Background: an optimization exercise with open tools, aiming at small area, a short achievable clock period and few clock cycles. Do not read the settings as production practice. The RTL was checked by simulation tests, not by an equivalence proof against the original design. No activity file was given, so power comes from the tool's default toggle rates.

## flow/run.sh

```bash
#!/bin/bash
# synth_recipe.tcl (not shown) runs the flow's synth.tcl, then flattens the netlist and writes it again
# the make line also repeats each setting of config.mk as NAME=value (left out here)
make -C /OpenROAD-flow-scripts/flow DESIGN_CONFIG=/design/flow/config.mk WORK_HOME=/design/flow/orfs CLKGATE_MAP_FILE= SYNTH_SCRIPT=/design/flow/synth_recipe.tcl finish
```

## flow/config.mk

```make
export PLATFORM = sky130hd
export DESIGN_NAME = rs32_codec
export DESIGN_NICKNAME = rs32_codec
export VERILOG_FILES = /design/flow/design.v
export SDC_FILE = /design/flow/constraint.sdc
export NUM_CORES = 4
export LEC_CHECK = 0
export CAP_MARGIN = 20
export CORE_MARGIN = 2
export CORE_UTILIZATION = 40
export SLEW_MARGIN = 20
```

## flow/constraint.sdc

```tcl
create_clock -name core_clock -period 13.0 [get_ports {clk}]
set_input_delay 2.6000 -clock core_clock [delete_from_list [all_inputs] [get_ports {clk}]]
set_output_delay 2.6000 -clock core_clock [all_outputs]
set_load 0.01 [all_outputs]
```

## flow/design.v

```verilog
module rs32_codec (
    input  wire        clk,
    input  wire        rst,
    input  wire        h_valid,
    input  wire        h_write,
    input  wire [7:0]  h_idx,
    input  wire [63:0] h_wdata,
    output wire        h_ready,
    output reg         h_rvalid,
    output reg  [63:0] h_rdata
);
    localparam [4:0] OP_NOP     = 5'h00, OP_GFADD   = 5'h01, OP_GFMUL  = 5'h02,
                     OP_GFEXP   = 5'h03, OP_GFLOG   = 5'h04, OP_SYMCH  = 5'h05,
                     OP_CHSYM   = 5'h06, OP_PERMRD  = 5'h07, OP_IDTODEC = 5'h08,
                     OP_DECTOID = 5'h09, OP_B10TO32 = 5'h0A, OP_B32TO10 = 5'h0B,
                     OP_RSPAR   = 5'h0C, OP_RSCHK   = 5'h0D, OP_FMT    = 5'h0E,
                     OP_PBEGIN  = 5'h0F, OP_PUTC    = 5'h10, OP_PEND   = 5'h11,
                     OP_ENCODE  = 5'h12, OP_DECODE  = 5'h13, OP_DECODED = 5'h14,
                     OP_CLRST   = 5'h15;
    localparam [3:0] S_IDLE = 4'd0,   
                     S_DD   = 4'd1,   
                     S_NORM = 4'd2,   
                     S_B10I = 4'd3,   
                     S_B10  = 4'd4,   
                     S_B32I = 4'd5,   
                     S_B32  = 4'd6,   
                     S_DTOI = 4'd7,   
                     S_PAR  = 4'd8,   
                     S_SYN  = 4'd9,   
                     S_FMT  = 4'd10;  
    function [4:0] antilog;
        input [4:0] n;
        case (n)
            5'd0:  antilog = 5'd1;   5'd1:  antilog = 5'd2;   5'd2:  antilog = 5'd4;
            5'd3:  antilog = 5'd8;   5'd4:  antilog = 5'd16;  5'd5:  antilog = 5'd5;
            5'd6:  antilog = 5'd10;  5'd7:  antilog = 5'd20;  5'd8:  antilog = 5'd13;
            5'd9:  antilog = 5'd26;  5'd10: antilog = 5'd17;  5'd11: antilog = 5'd7;
            5'd12: antilog = 5'd14;  5'd13: antilog = 5'd28;  5'd14: antilog = 5'd29;
            5'd15: antilog = 5'd31;  5'd16: antilog = 5'd27;  5'd17: antilog = 5'd19;
            5'd18: antilog = 5'd3;   5'd19: antilog = 5'd6;   5'd20: antilog = 5'd12;
            5'd21: antilog = 5'd24;  5'd22: antilog = 5'd21;  5'd23: antilog = 5'd15;
            5'd24: antilog = 5'd30;  5'd25: antilog = 5'd25;  5'd26: antilog = 5'd23;
            5'd27: antilog = 5'd11;  5'd28: antilog = 5'd22;  5'd29: antilog = 5'd9;
            5'd30: antilog = 5'd18;  default: antilog = 5'd1;
        endcase
    endfunction
    function [4:0] gflog;   
        input [4:0] a;
        case (a)
            5'd1:  gflog = 5'd0;   5'd2:  gflog = 5'd1;   5'd3:  gflog = 5'd18;
            5'd4:  gflog = 5'd2;   5'd5:  gflog = 5'd5;   5'd6:  gflog = 5'd19;
            5'd7:  gflog = 5'd11;  5'd8:  gflog = 5'd3;   5'd9:  gflog = 5'd29;
            5'd10: gflog = 5'd6;   5'd11: gflog = 5'd27;  5'd12: gflog = 5'd20;
            5'd13: gflog = 5'd8;   5'd14: gflog = 5'd12;  5'd15: gflog = 5'd23;
            5'd16: gflog = 5'd4;   5'd17: gflog = 5'd10;  5'd18: gflog = 5'd30;
            5'd19: gflog = 5'd17;  5'd20: gflog = 5'd7;   5'd21: gflog = 5'd22;
            5'd22: gflog = 5'd28;  5'd23: gflog = 5'd26;  5'd24: gflog = 5'd21;
            5'd25: gflog = 5'd25;  5'd26: gflog = 5'd9;   5'd27: gflog = 5'd16;
            5'd28: gflog = 5'd13;  5'd29: gflog = 5'd14;  5'd30: gflog = 5'd24;
            5'd31: gflog = 5'd15;  default: gflog = 5'd0;
        endcase
    endfunction
    function [4:0] gmul;
        input [4:0] a;
        input [4:0] b;
        reg   [5:0] s;
        begin
            s = {1'b0, gflog(a)} + {1'b0, gflog(b)};
            if (s >= 6'd31) s = s - 6'd31;
            if (a == 5'd0 || b == 5'd0) gmul = 5'd0;
            else                        gmul = antilog(s[4:0]);
        end
    endfunction
    function [7:0] alpha;
        input [4:0] s;
        if (s < 5'd8)       alpha = 8'h32 + {3'b0, s};
        else if (s < 5'd16) alpha = 8'h41 + {3'b0, s} - 8'd8;
        else if (s < 5'd21) alpha = 8'h4A + {3'b0, s} - 8'd16;
        else                alpha = 8'h50 + {3'b0, s} - 8'd21;
    endfunction
    function [5:0] index_of;
        input [7:0] c;
        reg   [7:0] s;
        begin
            s = 8'd0;
            index_of = 6'd0;
            if (c >= 8'h32 && c <= 8'h39)      s = c - 8'h32;
            else if (c >= 8'h41 && c <= 8'h48) s = c - 8'h41 + 8'd8;
            else if (c >= 8'h4A && c <= 8'h4E) s = c - 8'h4A + 8'd16;
            else if (c >= 8'h50 && c <= 8'h5A) s = c - 8'h50 + 8'd21;
            else                               s = 8'hFF;
            if (s != 8'hFF) index_of = {1'b1, s[4:0]};
        end
    endfunction
    function [4:0] perm;
        input [4:0] d;
        case (d)
            5'd0:  perm = 5'd3;   5'd1:  perm = 5'd2;   5'd2:  perm = 5'd1;
            5'd3:  perm = 5'd0;   5'd4:  perm = 5'd7;   5'd5:  perm = 5'd6;
            5'd6:  perm = 5'd5;   5'd7:  perm = 5'd4;   5'd8:  perm = 5'd13;
            5'd9:  perm = 5'd14;  5'd10: perm = 5'd15;  5'd11: perm = 5'd16;
            5'd12: perm = 5'd12;  5'd13: perm = 5'd8;   5'd14: perm = 5'd9;
            5'd15: perm = 5'd10;  5'd16: perm = 5'd11;  default: perm = 5'd0;
        endcase
    endfunction
    function [4:0] synw;
        input [2:0] i;
        input [4:0] k;
        reg   [4:0] pw;
        reg   [7:0] e;
        begin
            pw   = (k <= 5'd12) ? k : k + 5'd14;
            e    = {5'b0, i} * {3'b0, pw};
            e    = e % 8'd31;
            synw = antilog(e[4:0]);
        end
    endfunction
    reg [15:0]  cmd_q;
    reg [1:0]   tag_q;
    reg         valid_q;
    reg         ovf_q;
    reg [1:0]   fault_q;
    reg [4:0]   cnt_q;
    reg [7:0]   res_q;
    reg [63:0]  id_q;
    reg [63:0]  dflt_q;
    reg [4:0]   declen_q;
    reg [79:0]  dec_q;     
    reg [3:0]   b32len_q;
    reg [84:0]  cw_q;      
    reg [19:0]  p_q;       
    reg [19:0]  syn_q;     
    reg [159:0] str_q;     
    reg [3:0]   st_q;
    reg [4:0]   op_q;      
    reg [99:0]  wk_q;      
    reg [4:0]   len_q;     
    reg [4:0]   i_q;       
    reg [4:0]   m_q;       
    reg [8:0]   acc_q;     
    reg [4:0]   n_q;       
    reg [79:0]  t_q;       
    reg [64:0]  d_q;       
    reg [66:0]  v_q;       
    reg [6:0]   k_q;       
    wire [15:0] status = {3'b000, cnt_q, 1'b0, fault_q, 1'b0, ovf_q, valid_q, tag_q};
    assign h_ready = (st_q == S_IDLE);
    wire acc_wr  = h_valid && h_ready &&  h_write;
    wire acc_rd  = h_valid && h_ready && !h_write;
    reg [63:0] rd_val;
    reg        rd_ok;      
    always @(*) begin
        rd_val = 64'd0;
        rd_ok  = 1'b1;
        if (h_idx == 8'h00)      rd_val = {48'd0, cmd_q};
        else if (h_idx == 8'h01) rd_val = {48'd0, status};
        else if (h_idx == 8'h02) rd_val = {56'd0, res_q};
        else if (h_idx == 8'h03) rd_val = id_q;
        else if (h_idx == 8'h04) rd_val = dflt_q;
        else if (h_idx == 8'h05) rd_val = {59'd0, declen_q};
        else if (h_idx == 8'h06) rd_val = {60'd0, b32len_q};
        else if (h_idx >= 8'h08 && h_idx <= 8'h0B) rd_val = {59'd0, p_q[5*(h_idx-8'h08) +: 5]};
        else if (h_idx >= 8'h0C && h_idx <= 8'h0F) rd_val = {59'd0, syn_q[5*(h_idx-8'h0C) +: 5]};
        else if (h_idx >= 8'h10 && h_idx <= 8'h23) rd_val = {60'd0, dec_q[4*(h_idx-8'h10) +: 4]};
        else if (h_idx >= 8'h30 && h_idx <= 8'h40) rd_val = {59'd0, cw_q[5*(h_idx-8'h30) +: 5]};
        else if (h_idx >= 8'h50 && h_idx <= 8'h63) rd_val = {56'd0, str_q[8*(h_idx-8'h50) +: 8]};
        else rd_ok = 1'b0;
    end
    wire wr_rw = (h_idx == 8'h00) || (h_idx == 8'h03) || (h_idx == 8'h04) || (h_idx == 8'h05) ||
                 (h_idx >= 8'h10 && h_idx <= 8'h23) || (h_idx >= 8'h30 && h_idx <= 8'h40);
    wire [4:0] w_op = h_wdata[15:11];
    wire [4:0] w_a  = h_wdata[9:5];
    wire [4:0] w_b  = h_wdata[4:0];
    wire [4:0] w_a1 = h_wdata[4:0];    
    wire [7:0] w_c  = h_wdata[7:0];
    reg w_legal;
    always @(*) begin
        case (w_op)
            OP_GFADD, OP_GFMUL:                      w_legal = (h_wdata[10] == 1'b0);
            OP_GFEXP, OP_GFLOG, OP_SYMCH, OP_PERMRD: w_legal = (h_wdata[10:5] == 6'd0);
            OP_CHSYM, OP_PUTC:                       w_legal = (h_wdata[10:8] == 3'd0);
            default: w_legal = (w_op <= 5'h15) && (h_wdata[10:0] == 11'd0);
        endcase
    end
    reg dec_bad;
    integer q;
    always @(*) begin
        dec_bad = (declen_q == 5'd0) || (declen_q > 5'd20);
        for (q = 0; q < 20; q = q + 1)
            if (q < declen_q && dec_q[4*q +: 4] > 4'd9) dec_bad = 1'b1;
    end
    wire [5:0] w_sym = index_of(w_c);
    wire       b10  = (st_q == S_B10);
    wire [4:0] wk_i = wk_q[5*i_q +: 5];
    wire [8:0] acc_n = b10 ? (acc_q * 9'd10 + {4'd0, wk_i}) : ({acc_q[3:0], 5'd0} + {4'd0, wk_i});
    wire       div_ge = b10 ? (acc_n >= 9'd32) : (acc_n >= 9'd10);
    wire [8:0] div10  = acc_n / 9'd10;
    wire [4:0] div_q  = b10 ? {1'b0, acc_n[8:5]} : div10[4:0];
    wire [8:0] div_r  = b10 ? {4'd0, acc_n[4:0]} : (acc_n % 9'd10);
    wire [8:0] acc_nx = div_ge ? div_r : acc_n;
    wire [4:0] m_nx   = (div_ge || m_q != 5'd0) ? m_q + 5'd1 : m_q;
    wire       pass_end = (i_q == len_q - 5'd1);
    reg [79:0] dd_adj;
    integer j;
    always @(*) begin
        for (j = 0; j < 20; j = j + 1)
            dd_adj[4*j +: 4] = (t_q[4*j +: 4] >= 4'd5) ? t_q[4*j +: 4] + 4'd3 : t_q[4*j +: 4];
    end
    wire [79:0] dd_next = {dd_adj[78:0], v_q[63]};
    reg [4:0] t_len;
    integer g;
    always @(*) begin
        t_len = 5'd1;
        for (g = 0; g < 20; g = g + 1)
            if (t_q[4*g +: 4] != 4'd0) t_len = g + 1;
    end
    wire [4:0] par_fb = cw_q[5*i_q +: 5] ^ p_q[19:15];
    wire [19:0] par_nx = {p_q[14:10] ^ gmul(5'd30, par_fb),
                          p_q[9:5]   ^ gmul(5'd6,  par_fb),
                          p_q[4:0]   ^ gmul(5'd9,  par_fb),
                                       gmul(5'd17, par_fb)};
    wire [4:0] syn_sym = cw_q[5*i_q +: 5];
    wire [19:0] syn_nx = {syn_q[19:15] ^ gmul(syn_sym, synw(3'd4, i_q)),
                          syn_q[14:10] ^ gmul(syn_sym, synw(3'd3, i_q)),
                          syn_q[9:5]   ^ gmul(syn_sym, synw(3'd2, i_q)),
                          syn_q[4:0]   ^ gmul(syn_sym, synw(3'd1, i_q))};
    wire syn_ok = (syn_nx == 20'd0);
    wire [66:0] v_nx = (v_q << 3) + (v_q << 1) + {63'd0, dec_q[4*i_q +: 4]};
    wire [4:0] fmt_pos = (i_q == 5'd16) ? 5'd19 : i_q + {3'b0, i_q[4:2]};
    integer x;
    always @(posedge clk) begin
        if (rst) begin
            st_q     <= S_IDLE;
            cmd_q    <= 16'd0;
            tag_q    <= 2'd0;
            valid_q  <= 1'b0;
            ovf_q    <= 1'b0;
            fault_q  <= 2'd0;
            cnt_q    <= 5'd0;
            h_rvalid <= 1'b0;
        end else begin
            h_rvalid <= 1'b0;
            case (st_q)
            S_IDLE: begin
                if (acc_rd) begin
                    h_rvalid <= 1'b1;
                    h_rdata  <= rd_val;
                    if (!rd_ok && fault_q == 2'd0) fault_q <= 2'd3;
                end else if (acc_wr && fault_q == 2'd0) begin
                    if (!wr_rw) begin
                        fault_q <= 2'd3;
                    end else if (h_idx == 8'h03) begin
                        id_q <= h_wdata;
                    end else if (h_idx == 8'h04) begin
                        dflt_q <= h_wdata;
                    end else if (h_idx == 8'h05) begin
                        declen_q <= h_wdata[4:0];
                    end else if (h_idx >= 8'h10 && h_idx <= 8'h23) begin
                        dec_q[4*(h_idx-8'h10) +: 4] <= h_wdata[3:0];
                    end else if (h_idx >= 8'h30 && h_idx <= 8'h40) begin
                        cw_q[5*(h_idx-8'h30) +: 5] <= h_wdata[4:0];
                    end else begin
                        cmd_q <= h_wdata[15:0];
                        op_q  <= w_op;
                        if (!w_legal) begin
                            fault_q <= 2'd1;
                        end else begin
                            case (w_op)
                            OP_GFADD:  res_q <= {3'b0, w_a ^ w_b};
                            OP_GFMUL:  res_q <= {3'b0, gmul(w_a, w_b)};
                            OP_GFEXP:  res_q <= {3'b0, antilog(w_a1)};
                            OP_GFLOG:  if (w_a1 == 5'd0) fault_q <= 2'd2;
                                       else res_q <= {3'b0, gflog(w_a1)};
                            OP_SYMCH:  res_q <= alpha(w_a1);
                            OP_CHSYM:  res_q <= w_sym[5] ? {3'b0, w_sym[4:0]} : 8'hFF;
                            OP_PERMRD: if (w_a1 > 5'd16) fault_q <= 2'd2;
                                       else res_q <= {3'b0, perm(w_a1)};
                            OP_IDTODEC, OP_ENCODE: begin
                                t_q <= 80'd0;
                                v_q <= {3'b0, id_q};
                                k_q <= 7'd0;
                                st_q <= S_DD;
                            end
                            OP_DECTOID: begin
                                if (dec_bad) fault_q <= 2'd2;
                                else begin
                                    v_q  <= 67'd0;
                                    i_q  <= 5'd0;
                                    st_q <= S_DTOI;
                                end
                            end
                            OP_B10TO32: begin
                                if (dec_bad) fault_q <= 2'd2;
                                else st_q <= S_B10I;
                            end
                            OP_B32TO10: st_q <= S_B32I;
                            OP_RSPAR: begin
                                p_q  <= 20'd0;
                                i_q  <= 5'd12;
                                st_q <= S_PAR;
                            end
                            OP_RSCHK: begin
                                syn_q <= 20'd0;
                                i_q   <= 5'd0;
                                st_q  <= S_SYN;
                            end
                            OP_FMT: begin
                                i_q  <= 5'd0;
                                st_q <= S_FMT;
                            end
                            OP_PBEGIN: begin
                                cnt_q <= 5'd0;
                                tag_q <= 2'd0;
                                cw_q  <= 85'd0;
                            end
                            OP_PUTC: begin
                                if (tag_q == 2'd0 && w_sym[5]) begin
                                    if (cnt_q == 5'd17) tag_q <= 2'd1;
                                    else begin
                                        cw_q[5*perm(cnt_q) +: 5] <= w_sym[4:0];
                                        cnt_q <= cnt_q + 5'd1;
                                    end
                                end
                            end
                            OP_PEND, OP_DECODE, OP_DECODED: begin
                                if (tag_q != 2'd0) begin
                                    if (w_op == OP_DECODED) begin
                                        id_q  <= dflt_q;
                                        tag_q <= 2'd0;
                                    end
                                end else if (cnt_q != 5'd17) begin
                                    if (w_op == OP_DECODED) id_q <= dflt_q;
                                    else tag_q <= 2'd2;
                                end else begin
                                    syn_q <= 20'd0;
                                    i_q   <= 5'd0;
                                    st_q  <= S_SYN;
                                end
                            end
                            OP_CLRST: begin
                                tag_q <= 2'd0;
                                ovf_q <= 1'b0;
                            end
                            default: ;
                            endcase
                        end
                    end
                end
            end
            S_DD: begin
                t_q <= dd_next;
                v_q <= {v_q[66:64], v_q[62:0], 1'b0};
                k_q <= k_q + 7'd1;
                if (k_q == 7'd63) st_q <= S_NORM;
            end
            S_NORM: begin
                if (op_q == OP_IDTODEC || op_q == OP_ENCODE) begin
                    declen_q <= t_len;
                    for (x = 0; x < 20; x = x + 1)
                        dec_q[4*x +: 4] <= (x < t_len) ? t_q[4*(t_len-1-x) +: 4] : 4'd0;
                end else begin
                    declen_q <= n_q;
                    for (x = 0; x < 20; x = x + 1)
                        dec_q[4*x +: 4] <= (x < n_q) ? t_q[4*(n_q-1-x) +: 4] : 4'd0;
                end
                if (op_q == OP_ENCODE) begin
                    st_q <= S_B10I;
                end else if (op_q == OP_DECODE || op_q == OP_DECODED) begin
                    v_q  <= 67'd0;
                    i_q  <= 5'd0;
                    st_q <= S_DTOI;
                end else begin
                    st_q <= S_IDLE;
                end
            end
            S_B10I: begin
                for (x = 0; x < 20; x = x + 1)
                    wk_q[5*x +: 5] <= {1'b0, dec_q[4*x +: 4]};
                len_q <= declen_q;
                i_q   <= 5'd0;
                m_q   <= 5'd0;
                acc_q <= 9'd0;
                n_q   <= 5'd0;
                st_q  <= S_B10;
            end
            S_B10, S_B32: begin
                if (div_ge)               wk_q[5*m_q +: 5] <= div_q;
                else if (m_q != 5'd0)     wk_q[5*m_q +: 5] <= 5'd0;
                acc_q <= acc_nx;
                i_q   <= i_q + 5'd1;
                m_q   <= m_nx;
                if (pass_end) begin
                    n_q   <= n_q + 5'd1;
                    i_q   <= 5'd0;
                    m_q   <= 5'd0;
                    acc_q <= 9'd0;
                    len_q <= m_nx;
                    if (b10) begin
                        if (n_q == 5'd13) begin
                            fault_q <= 2'd2;
                            st_q    <= S_IDLE;
                        end else begin
                            d_q[5*n_q +: 5] <= acc_nx[4:0];
                            if (m_nx == 5'd0) begin
                                for (x = 0; x < 13; x = x + 1)
                                    cw_q[5*x +: 5] <= (x < n_q) ? d_q[5*x +: 5] :
                                                      (x == n_q) ? acc_nx[4:0] : 5'd0;
                                b32len_q <= n_q[3:0] + 4'd1;
                                if (op_q == OP_ENCODE) begin
                                    p_q  <= 20'd0;
                                    i_q  <= 5'd12;
                                    st_q <= S_PAR;
                                end else begin
                                    st_q <= S_IDLE;
                                end
                            end
                        end
                    end else begin
                        t_q[4*n_q +: 4] <= acc_nx[3:0];
                        if (m_nx == 5'd0) st_q <= S_NORM;
                    end
                end
            end
            S_B32I: begin
                for (x = 0; x < 13; x = x + 1)
                    wk_q[5*x +: 5] <= cw_q[5*(12-x) +: 5];
                len_q <= 5'd13;
                i_q   <= 5'd0;
                m_q   <= 5'd0;
                acc_q <= 9'd0;
                n_q   <= 5'd0;
                st_q  <= S_B32;
            end
            S_DTOI: begin
                v_q <= v_nx;
                i_q <= i_q + 5'd1;
                if (i_q == declen_q - 5'd1) begin
                    id_q  <= v_nx[63:0];
                    ovf_q <= (v_nx[66:64] != 3'd0);
                    st_q  <= S_IDLE;
                end
            end
            S_PAR: begin
                p_q <= par_nx;
                i_q <= i_q - 5'd1;
                if (i_q == 5'd0) begin
                    cw_q[84:65] <= par_nx;
                    if (op_q == OP_ENCODE) begin
                        i_q  <= 5'd0;
                        st_q <= S_FMT;
                    end else begin
                        st_q <= S_IDLE;
                    end
                end
            end
            S_SYN: begin
                syn_q <= syn_nx;
                i_q   <= i_q + 5'd1;
                if (i_q == 5'd16) begin
                    valid_q <= syn_ok;
                    if (op_q == OP_RSCHK) begin
                        st_q <= S_IDLE;
                    end else if (!syn_ok) begin
                        if (op_q == OP_DECODED) id_q <= dflt_q;
                        else tag_q <= 2'd2;
                        st_q <= S_IDLE;
                    end else if (op_q == OP_PEND) begin
                        st_q <= S_IDLE;
                    end else begin
                        st_q <= S_B32I;
                    end
                end
            end
            S_FMT: begin
                str_q[8*fmt_pos +: 8] <= alpha(cw_q[5*perm(i_q) +: 5]);
                if (i_q == 5'd0) begin
                    str_q[8*4  +: 8] <= 8'h2D;
                    str_q[8*9  +: 8] <= 8'h2D;
                    str_q[8*14 +: 8] <= 8'h2D;
                end
                i_q <= i_q + 5'd1;
                if (i_q == 5'd16) st_q <= S_IDLE;
            end
            default: st_q <= S_IDLE;
            endcase
        end
    end
endmodule
```

==> impl_metrics.ini <==
[detailed_routing]
drt-met1-wl_um = 173000
drtIter0Drc = 14400
top_layer = met5
vias = 96700
first_pass_iters = 9
wl_per_cell_um = 29.9
ant_nets = 0
routed_wl_um = 429000
wl_met2_um = 179000
via_per_inst = 6.74
drcViolationCount = 0
met3RoutedLength_um = 52400

[critical_path]
start_kind = flop
cp-endpoint = id_q[4]
critPathArrivalTime_ns = 12.80
critPathBufInv = 11
path_depth = 58
crit_fanout = 9
max_stage_delay_ns = 0.44
worst_ep_required_time_ns = 13.53
rrSetupSlack_ns = 0.73
crit_slowest_cell = fa_2
crit_type = reg2reg
r2r-end = id_q[4]
cp-end-kind = flop
crit_path_start = i_q[1]
worstReg2RegStart = i_q[1]
cpLargestDelayFamily = compound AO/OA/AOI/OAI gates
r2r_cells = 58

[die]
start_util = 0.401
rows = 180
die_h_um = 494
dieArea_um2 = 244000
die_w_um = 494
num_io_pins = 142
coreArea_um2 = 240000

[layout]
drive_gt1_frac = 0.110
nNetsFinal = 11700
fin_util = 0.441
final_cells = 14300
fill_cells = 23500
area_delta_synth_final_pct = 9.98

[synthesis]
synth.cell_area_um2 = 96200
synth_cell_types = 126
syn_inst = 11300
yosys.area.top_type = edfxtp_1
synth.area.top_cells = edfxtp_1, mux4_2, ha_1, nand2_1, o21ai_0
ys_seq_elements = 967
syn-num-nets = 11900
yosysWarnings = 5
synthFlopType = edfxtp_1
synth_edf_count = 925
yosys.area.top_type_share = 0.289
ys_seq_area_frac = 0.297
async_flop_share = 0
synth_area_per_cell_um2 = 8.55

[clock_tree]
cts_hold_buffers = 0
clock_path_buffers = 3
cts_tree = built
cts_num_sinks = 967
cts-root-buf = clkbuf_16
clk_pin_slew_ns = 0.06
cts_htree_levels = 3
cts_buffers = 113
clkLatencyLatePin_ns = 0.84

[pwr]
vdd_drop_max_mv = 0.116
p_leak_nw = 38.8
powerDensity_nw_per_um2 = 73.9
totalPowerFinal_w = 0.00782

[status]
outcome = complete, no violations

[place]
gp_congestion = 1.07
io_buffer_count = 141
placed_cells = 14100
hpwl_um = 319000

[global_route]
grt_pass1_vias = 89400
overflow = 0
antenna_found_initial = 36
grt_pass1_wl_um = 618000
grt_use_total = 0.336
grt_start_max_net_pins = 143

[timing]
fmax_ghz = 0.0815
drv_slew = 0
finClkSkew_ns = 0.112
min_period_over_period = 0.944
min_period_ns = 12.27
finalHoldViolCount = 0
setup_viol_count_final = 0
slew_headroom = 0.135
worst_pin_slew_ns = 1.30
fin_tns_setup_ns = 0

[flow_run]
drv_cap = 0

[min_path]
hold_class = reg2reg
Yosys cell counts, types with 104 or more instances:
master and n:
a22oi_1 254, nor2_1 1038, mux2_2 121, o21ai_0 941, a31oi_1 162, a21o_1 123
nand2_1 1414, a211oi_1 132, nand3_1 252, mux4_2 306, mux2i_1 457, xor2_1 104
edfxtp_1 925, xnor2_1 235, inv_1 332, clkbuf_1 636, o22ai_1 146, ha_1 518
a221oi_1 114, a21oi_1 885, o211ai_1 107, nor3_1 248
where the power goes:
group	total, W	internal, W	switching (W)
Sequential	0.00339	0.00338	0.00000770
Combinational	0.00102	0.000339	0.000682
Clock	0.00341	0.00191	0.00150
Total	0.00782	0.00562	0.00219
how the worst min path moves through the flow:
stage / startpoint / end / cells past startpoint
floorplan: cmd_q[4] / cmd_q[4] / 2
global placement: cmd_q[4] / cmd_q[4] / 2
detailed placement: cmd_q[5] / cmd_q[5] / 2
CTS: cmd_q[5] / cmd_q[5] / 2
global route: cmd_q[5] / cmd_q[5] / 2
finish: cmd_q[5] / cmd_q[5] / 2
kinds of logic (layout without fill, tap and decap cells):
| logic type | Yosys count | in the layout | synth area share |
|---|---|---|---|
| AOI/OAI and AO/OA | 3714 | 3715 | 0.250 |
| xor gates and xnor gates | 343 | 343 | 0.0316 |
| other | 0 | 8 | 0 |
| DFF | 967 | 967 | 0.297 |
| muxes | 890 | 890 | 0.134 |
| adders and majority gates | 535 | 535 | 0.0706 |
| buffers and inverters | 1165 | 1069 | 0.0472 |
| and+or+nand+nor | 3636 | 3636 | 0.169 |
metrics by stage:
step | setup WS (ns) | instance area [um2] | hold WS (ns)
6_report | 0.732 | 106000 | 0.456
3_5_place_dp | 0.195 | 101000 | 0.447
3_3_place_gp | -0.0402 | 101000 | 0.442
2_1_floorplan | 0.000674 | 96400 | 0.436
5_1_grt | -0.0314 | 106000 | 0.473
4_1_cts | 0.172 | 105000 | 0.455
worst register-to-register path, delay by kind of cell, from the launching register on:
family	cells	cell delay, ns
AOI/OAI and AO/OA	16	3.56
xor gates and xnor gates	4	0.64
adders and majority gates	10	2.85
buffers and inverters	11	1.29
DFF	1	0.39
muxes	4	1.22
and+or+nand+nor	13	2.04
metal layers:
layer / vias up / global-route usage
li1: 42300 / -
met1: 47000 / 0.454
met2: 6240 / 0.491
met3: 1178 / 0.0924
met4: 26 / 0.166
met5: - / 0.000587
repair_timing:
action / in CTS / in global routing
buffers inserted: 0 / 19
setup endpoints to repair: 0 / 64
resized for setup: 0 / 24
endpoints found under the hold margin: 0 / 0
state kept, by name, indices dropped and copies added (netlist names), 5 cells and up, named ones only:
name	cells
k_q	7
p_q	20
wk_q	100
syn_q	20
n_q	5
res_q	8
cw_q	85
h_rdata	64
id_q	64
t_q	80
cmd_q	16
op_q	5
m_q	5
str_q	160
dec_q	80
acc_q	8
cnt_q	5
len_q	5
d_q	65
declen_q	5
v_q	65
i_q	5
dflt_q	64
layout make-up:
| class | count | area, um2 | share of cell area |
|---|---|---|---|
| Tap cell | 3185 | 3990 | 0.0377 |
| Antenna cell | 8 | 20.0 | 0.000189 |
| Inverter | 357 | 1350 | 0.0127 |
| Multi-Input combinational cell | 9119 | 63800 | 0.603 |
| Clock inverter | 81 | 971 | 0.00918 |
| Timing Repair Buffer | 499 | 4160 | 0.0394 |
| Clock buffer | 132 | 2920 | 0.0276 |
| Sequential cell | 967 | 28600 | 0.270 |
cells in the final DEF (no fill, tap or decap), types with 53 or more instances in the layout:
cell type / netlist / routed
nor4_1: 79 / 71
mux2i_1: 457 / 453
and2_1: 86 / 84
ha_1: 518 / 508
clkbuf_16: 0 / 114
mux2_2: 121 / 120
o21ai_0: 941 / 933
nor2_1: 1038 / 1026
and3_1: 81 / 80
nand3_1: 252 / 251
a22o_1: 77 / 77
a21oi_1: 885 / 876
nand2_1: 1414 / 1411
o21a_1: 58 / 57
a22oi_1: 254 / 254
a221o_1: 87 / 87
inv_1: 332 / 326
clkdlybuf4s50_1: 0 / 132
o211ai_1: 107 / 107
nor3_1: 248 / 237
o221ai_1: 61 / 61
nand4_1: 57 / 57
a31oi_1: 162 / 159
nor2b_1: 96 / 96
a21o_1: 123 / 123
a221oi_1: 114 / 113
a211oi_1: 132 / 131
xnor2_1: 235 / 224
or3_1: 54 / 53
edfxtp_1: 925 / 925
nand2b_1: 73 / 72
xor2_1: 104 / 101
o31ai_1: 54 / 54
a32oi_1: 72 / 72
o22ai_1: 146 / 143
buf_4: 9 / 348
mux4_2: 306 / 306
Testbench counts, summed over its fixed seeds: cycles 73,560.

-- port drivers added, routing unchanged --
In the flow no input, the clock included, has a driving cell. The finished layout below was timed again as built, in two steps.
Step 1 sets driving cells, clkbuf_16 on the clock port and buf_2 on the other inputs (assumed; they add their load-dependent delay and slew).
Step 2 moves the port delays by t, midway between the first and last clock arrival at a register: inputs arrive t later, outputs are due t later. That takes back most of the time a late clock gives input paths.
a / b / c = no drivers / after step 1 / after step 2; a / b = the first two.
t (ns): 0.881
setup slack, ns: 0.732 / 0.732 / 0.732
worst slew at a driven data input, ns: 0.18
After both steps this run still meets setup and hold. The setup slack of this run moves by 0.000 ns with the drivers and by 0.000 ns with both steps.
